Source: an optimization exercise on an open RTL-to-GDS flow (aim: small area, a short achievable clock period and few clock cycles per item). Production flows keep margins and buffers that such runs may drop. RTL that was checked went through simulation tests only; none was proved equivalent to the original.

// csb_crc
module csb_crc (
    input  wire        clk,
    input  wire        rst,         
    input  wire        in_valid,
    output wire        in_ready,
    input  wire        in_init,
    input  wire [2:0]  in_nbytes,   
    input  wire [31:0] in_data,
    output wire        idle,
    output wire [31:0] result
);
export LEC_CHECK = 0
export CAP_MARGIN = 20
export CORE_MARGIN = 2
export CORE_UTILIZATION = 40
export SLEW_MARGIN = 20
create_clock -name core_clock -period 5.0 [get_ports {clk}]
standard.sh (not shown) runs the stock make flow with config.mk's settings and CLKGATE_MAP_FILE= SYNTH_SCRIPT=/design/flow/synth_recipe.tcl, a recipe that flattens the netlist after the stock synthesis.
==> flow/flow/run.sh <==
#!/bin/bash
# Standard layout, with plain buf_1 cells as the port buffers.
export BUFFER_PORTS_ARGS="-buffer_cell sky130_fd_sc_hd__buf_1"
bash standard.sh > standard.log 2>&1
Testbench counts at the start, summed over its fixed seeds: cycles 24,576, bytes 97,536.
Rerun with:
--- a/flow/config.mk
+++ b/flow/config.mk
@@ -10,2 +10,3 @@
 export CORE_UTILIZATION = 40
+export SETUP_SLACK_MARGIN = 2.8
 export SLEW_MARGIN = 20
After rerunning: Cell area climbs by a quarter to a third. Register-to-register slack gets better by 0.61 ns. Routed wire length rises by about a fifth. Fmax went up by a quarter to a third. Critical path depth is higher by 1. Final cell count went up by roughly a tenth. Synthesized area stays the same.
Rerun with:
--- a/flow/config.mk
+++ b/flow/config.mk
@@ -9,4 +9,5 @@
 export CORE_MARGIN = 2
-export CORE_UTILIZATION = 40
-export SETUP_SLACK_MARGIN = 2.8
+export CORE_UTILIZATION = 65
+export PLACE_DENSITY = 0.75
+export SETUP_SLACK_MARGIN = 2.5
 export SLEW_MARGIN = 20
Outcome: The new run completed without violations; fmax decreases by a few percent; design area decreases by about a fifth; first-iteration DRC count increases by a quarter to a third; wire length decreases by about a fifth; via count decreases by a little under a tenth; worst hold slack is worse by 0.0066 ns; final cell count decreases by about a fifth.
Rerun with:
--- a/flow/config.mk
+++ b/flow/config.mk
@@ -9,4 +9,6 @@
 export CORE_MARGIN = 2
-export CORE_UTILIZATION = 65
-export PLACE_DENSITY = 0.75
+export CORE_UTILIZATION = 40
+export CTS_BUF_LIST = sky130_fd_sc_hd__clkbuf_4 sky130_fd_sc_hd__clkbuf_8
+export CTS_CLUSTER_DIAMETER = 100
+export CTS_CLUSTER_SIZE = 30
 export SETUP_SLACK_MARGIN = 2.5
Result:
- setup slack improved by 0.076 ns
- cell count rises by 10%
- final area is higher by 0.56%
- global-route usage is lower by 13 points

* * *

== the baseline ==
csb_crc again, from the RTL that the note above started with.
==> flow/config.mk <==
export PLATFORM = sky130hd
export DESIGN_NAME = csb_crc
export DESIGN_NICKNAME = csb_crc
export VERILOG_FILES = /design/flow/design.v
export SDC_FILE = /design/flow/constraint.sdc
export NUM_CORES = 4
export LEC_CHECK = 0
export CAP_MARGIN = 20
export CORE_MARGIN = 2
export CORE_UTILIZATION = 40
export SETUP_SLACK_MARGIN = 2.0
export SLEW_MARGIN = 20
==> flow/constraint.sdc <==
create_clock -name core_clock -period 5.0 [get_ports {clk}]
set_input_delay 1.0000 -clock core_clock [delete_from_list [all_inputs] [get_ports {clk}]]
set_output_delay 1.0000 -clock core_clock [all_outputs]
set_load 0.01 [all_outputs]
Scripts as last shown in full above: flow/flow/run.sh
The flow did not stop early for the baseline: all stages ran, and the layout cleared the timing, design-rule and antenna checks.
Testbench counts of the baseline, summed over its fixed seeds: cycles 24,576, bytes 97,536.
Changes in the candidate relative to the baseline:
# the baseline
export LEC_CHECK = 0
export CAP_MARGIN = 20
export CORE_MARGIN = 2
export CORE_UTILIZATION = 40
export SETUP_SLACK_MARGIN = 2.0
export SLEW_MARGIN = 20
create_clock -name core_clock -period 5.0 [get_ports {clk}]
# the candidate
export LEC_CHECK = 0
export CAP_MARGIN = 20
export CORE_MARGIN = 2
export CORE_UTILIZATION = 40
export SETUP_SLACK_MARGIN = 2.5
export SLEW_MARGIN = 20
create_clock -name core_clock -period 5.0 [get_ports {clk}]
==> comparison <==
- Delta (the candidate minus the baseline): post-synthesis simple-gate area fraction level; non-filler instance count after layout up 8.
- On global-route wire length before repair, the baseline beats the candidate.
- Relative to the baseline, sequential share of layout area has gone down in the candidate.
- Lower final period utilization among the baseline and the candidate: the candidate

* * *

csb_crc, a different RTL version from the one above (not shown whole).
Size in the first run: about 73 I/O pins, roughly 0.0052 mm^2 of cells after synthesis.
export LEC_CHECK = 0
export CAP_MARGIN = 20
export CORE_MARGIN = 2
export CORE_UTILIZATION = 40
export SLEW_MARGIN = 20
create_clock -name core_clock -period 5.0 [get_ports {clk}]
run.sh (not shown) runs the stock make flow with config.mk's settings and CLKGATE_MAP_FILE= SYNTH_SCRIPT=/design/flow/synth_recipe.tcl, a recipe that flattens the netlist after the stock synthesis.
Stock flow here: none of the scripts above is used.
==> next run, changes <==
- SETUP_SLACK_MARGIN: unset -> 3.0
Design area climbs by well over a third.
Function was not checked in any run of this note: the RTL went through the layout flow alone.

* * *

== run 1 ==
Another version of the RTL of csb_crc (not shown whole).
Size: ~460 cells after synthesis, roughly 73 I/O pins, about 4500 µm² of cells after synthesis.
export LEC_CHECK = 0
export CAP_MARGIN = 20
export CORE_MARGIN = 2
export CORE_UTILIZATION = 40
export CTS_BUF_LIST = sky130_fd_sc_hd__clkbuf_4 sky130_fd_sc_hd__clkbuf_8
export CTS_CLUSTER_DIAMETER = 100
export CTS_CLUSTER_SIZE = 30
export GPL_ROUTABILITY_DRIVEN = 0
export GPL_TIMING_DRIVEN = 0
export SETUP_SLACK_MARGIN = 3.0
export SLEW_MARGIN = 20
export TNS_END_PERCENT = 0
create_clock -name core_clock -period 5.0 [get_ports {clk}]
standard.sh (not shown) runs the stock make flow with config.mk's settings and CLKGATE_MAP_FILE= SYNTH_SCRIPT=/design/flow/synth_recipe.tcl, a recipe that flattens the netlist after the stock synthesis.
==> flow/flow/run.sh <==
#!/bin/bash
# Standard layout, with plain buf_1 cells as the port buffers and the
# state flip-flops (which drive the whole next-state network and the
# result ports) upsized after placement.
set -e
export BUFFER_PORTS_ARGS="-buffer_cell sky130_fd_sc_hd__buf_1"
bash standard.sh place > standard_place.log 2>&1
openroad -no_init -exit flow/upsize.tcl > upsize.log 2>&1
bash standard.sh finish > standard.log 2>&1
==> flow/flow/upsize.tcl <==
# Upsize the code register's flip-flops in the placed design, then
# legalize the placement again.
set odb orfs/results/sky130hd/csb_crc/base/3_place.odb
read_db $odb
read_liberty $::env(FLOW_HOME)/platforms/sky130hd/lib/sky130_fd_sc_hd__tt_025C_1v80.lib
set block [ord::get_db_block]
set n 0
foreach inst [$block getInsts] {
  if {[[$inst getMaster] getName] eq "sky130_fd_sc_hd__dfxtp_1" && [string match "code*" [$inst getName]]} {
    replace_cell [$inst getName] sky130_fd_sc_hd__dfxtp_2
    incr n
  }
}
puts "upsized $n flip-flops"
detailed_placement
check_placement
write_db $odb
Run 1 | status: complete | timing, DRC, antenna: pass
Testbench counts of run 1, summed over its fixed seeds: cycles 24,576, bytes 97,536.
Changes in run 2 relative to run 1:
# run 1
export LEC_CHECK = 0
export CAP_MARGIN = 20
export CORE_MARGIN = 2
export CORE_UTILIZATION = 40
export CTS_BUF_LIST = sky130_fd_sc_hd__clkbuf_4 sky130_fd_sc_hd__clkbuf_8
export CTS_CLUSTER_DIAMETER = 100
export CTS_CLUSTER_SIZE = 30
export GPL_ROUTABILITY_DRIVEN = 0
export GPL_TIMING_DRIVEN = 0
export SETUP_SLACK_MARGIN = 3.0
export SLEW_MARGIN = 20
export TNS_END_PERCENT = 0
create_clock -name core_clock -period 5.0 [get_ports {clk}]
# run 2
export LEC_CHECK = 0
export CAP_MARGIN = 20
export CORE_MARGIN = 2
export CORE_UTILIZATION = 40
export CTS_BUF_LIST = sky130_fd_sc_hd__clkbuf_4 sky130_fd_sc_hd__clkbuf_8
export CTS_CLUSTER_DIAMETER = 100
export CTS_CLUSTER_SIZE = 30
export SETUP_SLACK_MARGIN = 3.2
export SLEW_MARGIN = 20
export TNS_END_PERCENT = 0
create_clock -name core_clock -period 5.0 [get_ports {clk}]
Results
Comparing run 2 against run 1, there is no change at all in number of sequential cells.
On mean number of vias per cell: between run 2 and run 1, it ends up higher for run 2.
Against run 1, non-clock buffer count in run 2 rose by more than 10%.
Between run 1 and run 2, fraction of standard cell area that is sequential decreased.
Final period utilization down 3.1 points in run 2 wrt run 1
Detailed-route via count on run 2 is up relative to run 1.
For run 3, these inputs were changed with respect to run 2:
# run 2
export LEC_CHECK = 0
export CAP_MARGIN = 20
export CORE_MARGIN = 2
export CORE_UTILIZATION = 40
export CTS_BUF_LIST = sky130_fd_sc_hd__clkbuf_4 sky130_fd_sc_hd__clkbuf_8
export CTS_CLUSTER_DIAMETER = 100
export CTS_CLUSTER_SIZE = 30
export SETUP_SLACK_MARGIN = 3.2
export SLEW_MARGIN = 20
export TNS_END_PERCENT = 0
create_clock -name core_clock -period 5.0 [get_ports {clk}]
# run 3
export LEC_CHECK = 0
export CAP_MARGIN = 0
export CORE_MARGIN = 2
export CORE_UTILIZATION = 40
export CTS_BUF_LIST = sky130_fd_sc_hd__clkbuf_4 sky130_fd_sc_hd__clkbuf_8
export CTS_CLUSTER_DIAMETER = 100
export CTS_CLUSTER_SIZE = 30
export SETUP_SLACK_MARGIN = 3.0
export SLEW_MARGIN = 0
export TNS_END_PERCENT = 0
create_clock -name core_clock -period 5.0 [get_ports {clk}]
Notes after the runs:
Run 3 | status: complete | timing, DRC, antenna: pass. Run 2 reached the end of the flow, and the finished layout is clean on the timing, design-rule and antenna checks. Run 3 against run 2: final cell utilization of the core shrank by 12 points, non-clock buffer count has decreased. Routed wire length went down by more than 10% going from run 2 to run 3. Post-detailed-route via-to-cell ratio | run 3 below run 2. Run 3 — layout overhead on the synthesized area 30 points lower, run 2 as reference. On buffer count from post-CTS setup fixing, the lower figure sits with run 2, not run 3. Run 3 reports a lower amount of wire on met2 after detailed routing than run 2 does. Run 3 vs run 2: global-route track usage on met2 down. Run 3 vs. run 2: clock network contribution to total cell area went up by 0.38 points.
For run 4, these inputs were changed with respect to run 3:
# run 3
export LEC_CHECK = 0
export CAP_MARGIN = 0
export CORE_MARGIN = 2
export CORE_UTILIZATION = 40
export CTS_BUF_LIST = sky130_fd_sc_hd__clkbuf_4 sky130_fd_sc_hd__clkbuf_8
export CTS_CLUSTER_DIAMETER = 100
export CTS_CLUSTER_SIZE = 30
export SETUP_SLACK_MARGIN = 3.0
export SLEW_MARGIN = 0
export TNS_END_PERCENT = 0
create_clock -name core_clock -period 5.0 [get_ports {clk}]
# run 4
export LEC_CHECK = 0
export CAP_MARGIN = 20
export CORE_MARGIN = 2
export CORE_UTILIZATION = 40
export CTS_BUF_LIST = sky130_fd_sc_hd__clkbuf_4 sky130_fd_sc_hd__clkbuf_8
export CTS_CLUSTER_DIAMETER = 100
export CTS_CLUSTER_SIZE = 30
export SETUP_SLACK_MARGIN = 2.9
export SLEW_MARGIN = 20
create_clock -name core_clock -period 5.0 [get_ports {clk}]
Notes after the runs:
Against run 3, run 4 comes in 6.6 points higher on layout overhead on the synthesized area. Compared with run 3, run 4 shows non-clock buffer count that has gone up by more than a quarter. Looking at critical path depth across run 4 and run 3, the one that comes out lower is run 3. Run 4 vs run 3 — routed wire length climbed by a few percent.
Relative to run 4, the following input files were edited for run 5:
# run 4
export LEC_CHECK = 0
export CAP_MARGIN = 20
export CORE_MARGIN = 2
export CORE_UTILIZATION = 40
export CTS_BUF_LIST = sky130_fd_sc_hd__clkbuf_4 sky130_fd_sc_hd__clkbuf_8
export CTS_CLUSTER_DIAMETER = 100
export CTS_CLUSTER_SIZE = 30
export SETUP_SLACK_MARGIN = 2.9
export SLEW_MARGIN = 20
create_clock -name core_clock -period 5.0 [get_ports {clk}]
# run 5
export LEC_CHECK = 0
export CAP_MARGIN = 20
export CORE_MARGIN = 2
export CORE_UTILIZATION = 40
export CTS_BUF_LIST = sky130_fd_sc_hd__clkbuf_4 sky130_fd_sc_hd__clkbuf_8
export CTS_CLUSTER_DIAMETER = 100
export CTS_CLUSTER_SIZE = 30
export SETUP_SLACK_MARGIN = 3.0
export SLEW_MARGIN = 20
create_clock -name core_clock -period 5.0 [get_ports {clk}]
==> flow/flow/run.sh <==
#!/bin/bash
# Standard layout, with plain buf_1 cells as the port buffers.
export BUFFER_PORTS_ARGS="-buffer_cell sky130_fd_sc_hd__buf_1"
bash standard.sh > standard.log 2>&1
removed: flow/flow/upsize.tcl
==> run notes <==
- The final reports for run 5 and run 4 show wire length after detailed routing higher in the former.
- Number of cells on the critical path, run 4 and run 5: higher on run 4
- The share of cell area taken by flip-flops and latches of run 5 falls short of that of run 4 by 1.4 points.
- Taking run 4 as the reference, in run 5 fraction of final layout cells sized beyond drive strength 1 went up, time the final worst path needs with I/O delays and setup held steady.
- The final layout from run 5, which completed every stage, passed the timing, design-rule and antenna checks at the end of the flow.
#### Input delta (run 6 over run 5)
# run 5
export LEC_CHECK = 0
export CAP_MARGIN = 20
export CORE_MARGIN = 2
export CORE_UTILIZATION = 40
export CTS_BUF_LIST = sky130_fd_sc_hd__clkbuf_4 sky130_fd_sc_hd__clkbuf_8
export CTS_CLUSTER_DIAMETER = 100
export CTS_CLUSTER_SIZE = 30
export SETUP_SLACK_MARGIN = 3.0
export SLEW_MARGIN = 20
create_clock -name core_clock -period 5.0 [get_ports {clk}]
# run 6
export LEC_CHECK = 0
export CAP_MARGIN = 20
export CORE_MARGIN = 2
export CORE_UTILIZATION = 40
export CTS_BUF_LIST = sky130_fd_sc_hd__clkbuf_4 sky130_fd_sc_hd__clkbuf_8
export CTS_CLUSTER_DIAMETER = 100
export CTS_CLUSTER_SIZE = 30
export SETUP_SLACK_MARGIN = 2.9
export SLEW_MARGIN = 20
create_clock -name core_clock -period 5.0 [get_ports {clk}]
==> flow/flow/run.sh <==
#!/bin/bash
# Standard layout, with plain buf_1 cells as the port buffers and the
# state flip-flops (which drive the whole next-state network and the
# result ports) upsized after placement.
set -e
export BUFFER_PORTS_ARGS="-buffer_cell sky130_fd_sc_hd__buf_1"
bash standard.sh place > standard_place.log 2>&1
openroad -no_init -exit flow/upsize.tcl > upsize.log 2>&1
bash standard.sh finish > standard.log 2>&1
==> flow/flow/upsize.tcl (new file) <==
# Upsize the code register's flip-flops in the placed design, then
# legalize the placement again.
set odb orfs/results/sky130hd/csb_crc/base/3_place.odb
read_db $odb
read_liberty $::env(FLOW_HOME)/platforms/sky130hd/lib/sky130_fd_sc_hd__tt_025C_1v80.lib
set block [ord::get_db_block]
set n 0
foreach inst [$block getInsts] {
  if {[[$inst getMaster] getName] eq "sky130_fd_sc_hd__dfxtp_1" && [string match "code*" [$inst getName]]} {
    replace_cell [$inst getName] sky130_fd_sc_hd__dfxtp_4
    incr n
  }
}
puts "upsized $n flip-flops"
detailed_placement
check_placement
write_db $odb
==> comparison <==
- Share of cell area taken by muxes after synthesis came out exactly the same in run 5 and run 6.
- Taking run 5 as the reference, in run 6 number of logic inverters in the finished layout saw little to no change, final wirelength has decreased.
- Count of clock-buffer cells in the layout for run 6: 1 down relative to run 5
- NOTE routed wire length on met3 run 5->run 6 increased by more than a quarter
- Run 6 vs run 5 — hold slack dropped 0.011 ns.
- Row final cycle utilization of the critical path: run 6 lower / run 5 higher
- As of run 6, number of nets at the end of the flow had fallen by a few percent compared to run 5.
- In run 6 the setup slack turned out 0.026 ns higher than in run 5.
- First-pass GRT wire length, run 5 and run 6, lower one = run 5.

[what the ideal ports hide]
The flow's constraints put no driver on any port. The routed layouts listed below were extracted and timed again, unchanged, in two steps.
Step 1 assumes that a clkbuf_16 drives the clock port and a buf_2 every other input.
Step 2 adds t to the input delays and takes it off the output delays; t is the mean of the earliest and latest rising clock arrival at the registers after step 1. Input paths then give back, and output paths get back, about the clock's delay inside the block.
Three values: no drivers, after step 1, after step 2; two values: the first two.
| run | shift t [ns] | setup WS [ns] | hold WS [ns] | worst slew at a driven data input, ns | cell pins on the clock port's net |
|---|---|---|---|---|---|
| the first run of note 1 | 0.383 | 2.013 / 2.013 / 2.013 | 0.501 / 0.501 / 0.501 | 0.04 | 1 |
| the second run of note 1 | 0.379 | 2.620 / 2.620 / 2.442 | 0.514 / 0.514 / 0.514 | 0.04 | 1 |
| the third run of note 1 | 0.391 | 2.465 / 2.465 / 2.465 | 0.508 / 0.508 / 0.508 | 0.04 | 1 |
| the fourth run of note 1 | 0.397 | 2.541 / 2.541 / 2.359 | 0.504 / 0.504 / 0.504 | 0.04 | 1 |
| the baseline | 0.381 | 2.089 / 2.089 / 2.067 | 0.501 / 0.501 / 0.501 | 0.04 | 1 |
| the candidate | 0.381 | 2.539 / 2.539 / 2.373 | 0.506 / 0.506 / 0.506 | 0.04 | 1 |
| the first run of note 3 | 0.367 | 1.909 / 1.869 / 1.969 | 0.519 / 0.519 / 0.519 | 0.04 | 1 |
| the second run of note 3 | 0.371 | 2.834 / 2.834 / 2.744 | 0.520 / 0.520 / 0.520 | 0.04 | 1 |
| run 1 | 0.353 | 2.829 / 2.829 / 2.637 | 0.562 / 0.562 / 0.562 | 0.03 | 1 |
| run 2 | 0.356 | 2.981 / 2.981 / 2.721 | 0.573 / 0.573 / 0.573 | 0.04 | 1 |
| run 3 | 0.343 | 2.876 / 2.876 / 2.620 | 0.552 / 0.552 / 0.552 | 0.03 | 1 |
| run 4 | 0.340 | 2.915 / 2.882 / 2.690 | 0.561 / 0.561 / 0.561 | 0.04 | 1 |
| run 5 | 0.349 | 2.916 / 2.916 / 2.712 | 0.572 / 0.572 / 0.572 | 0.03 | 1 |
| run 6 | 0.342 | 2.942 / 2.909 / 2.695 | 0.561 / 0.561 / 0.561 | 0.03 | 1 |
After both steps every run listed still meets setup and hold. For run 2, which loses most, drivers alone change the setup slack by 0.000 ns; drivers and shift together by -0.260 ns.
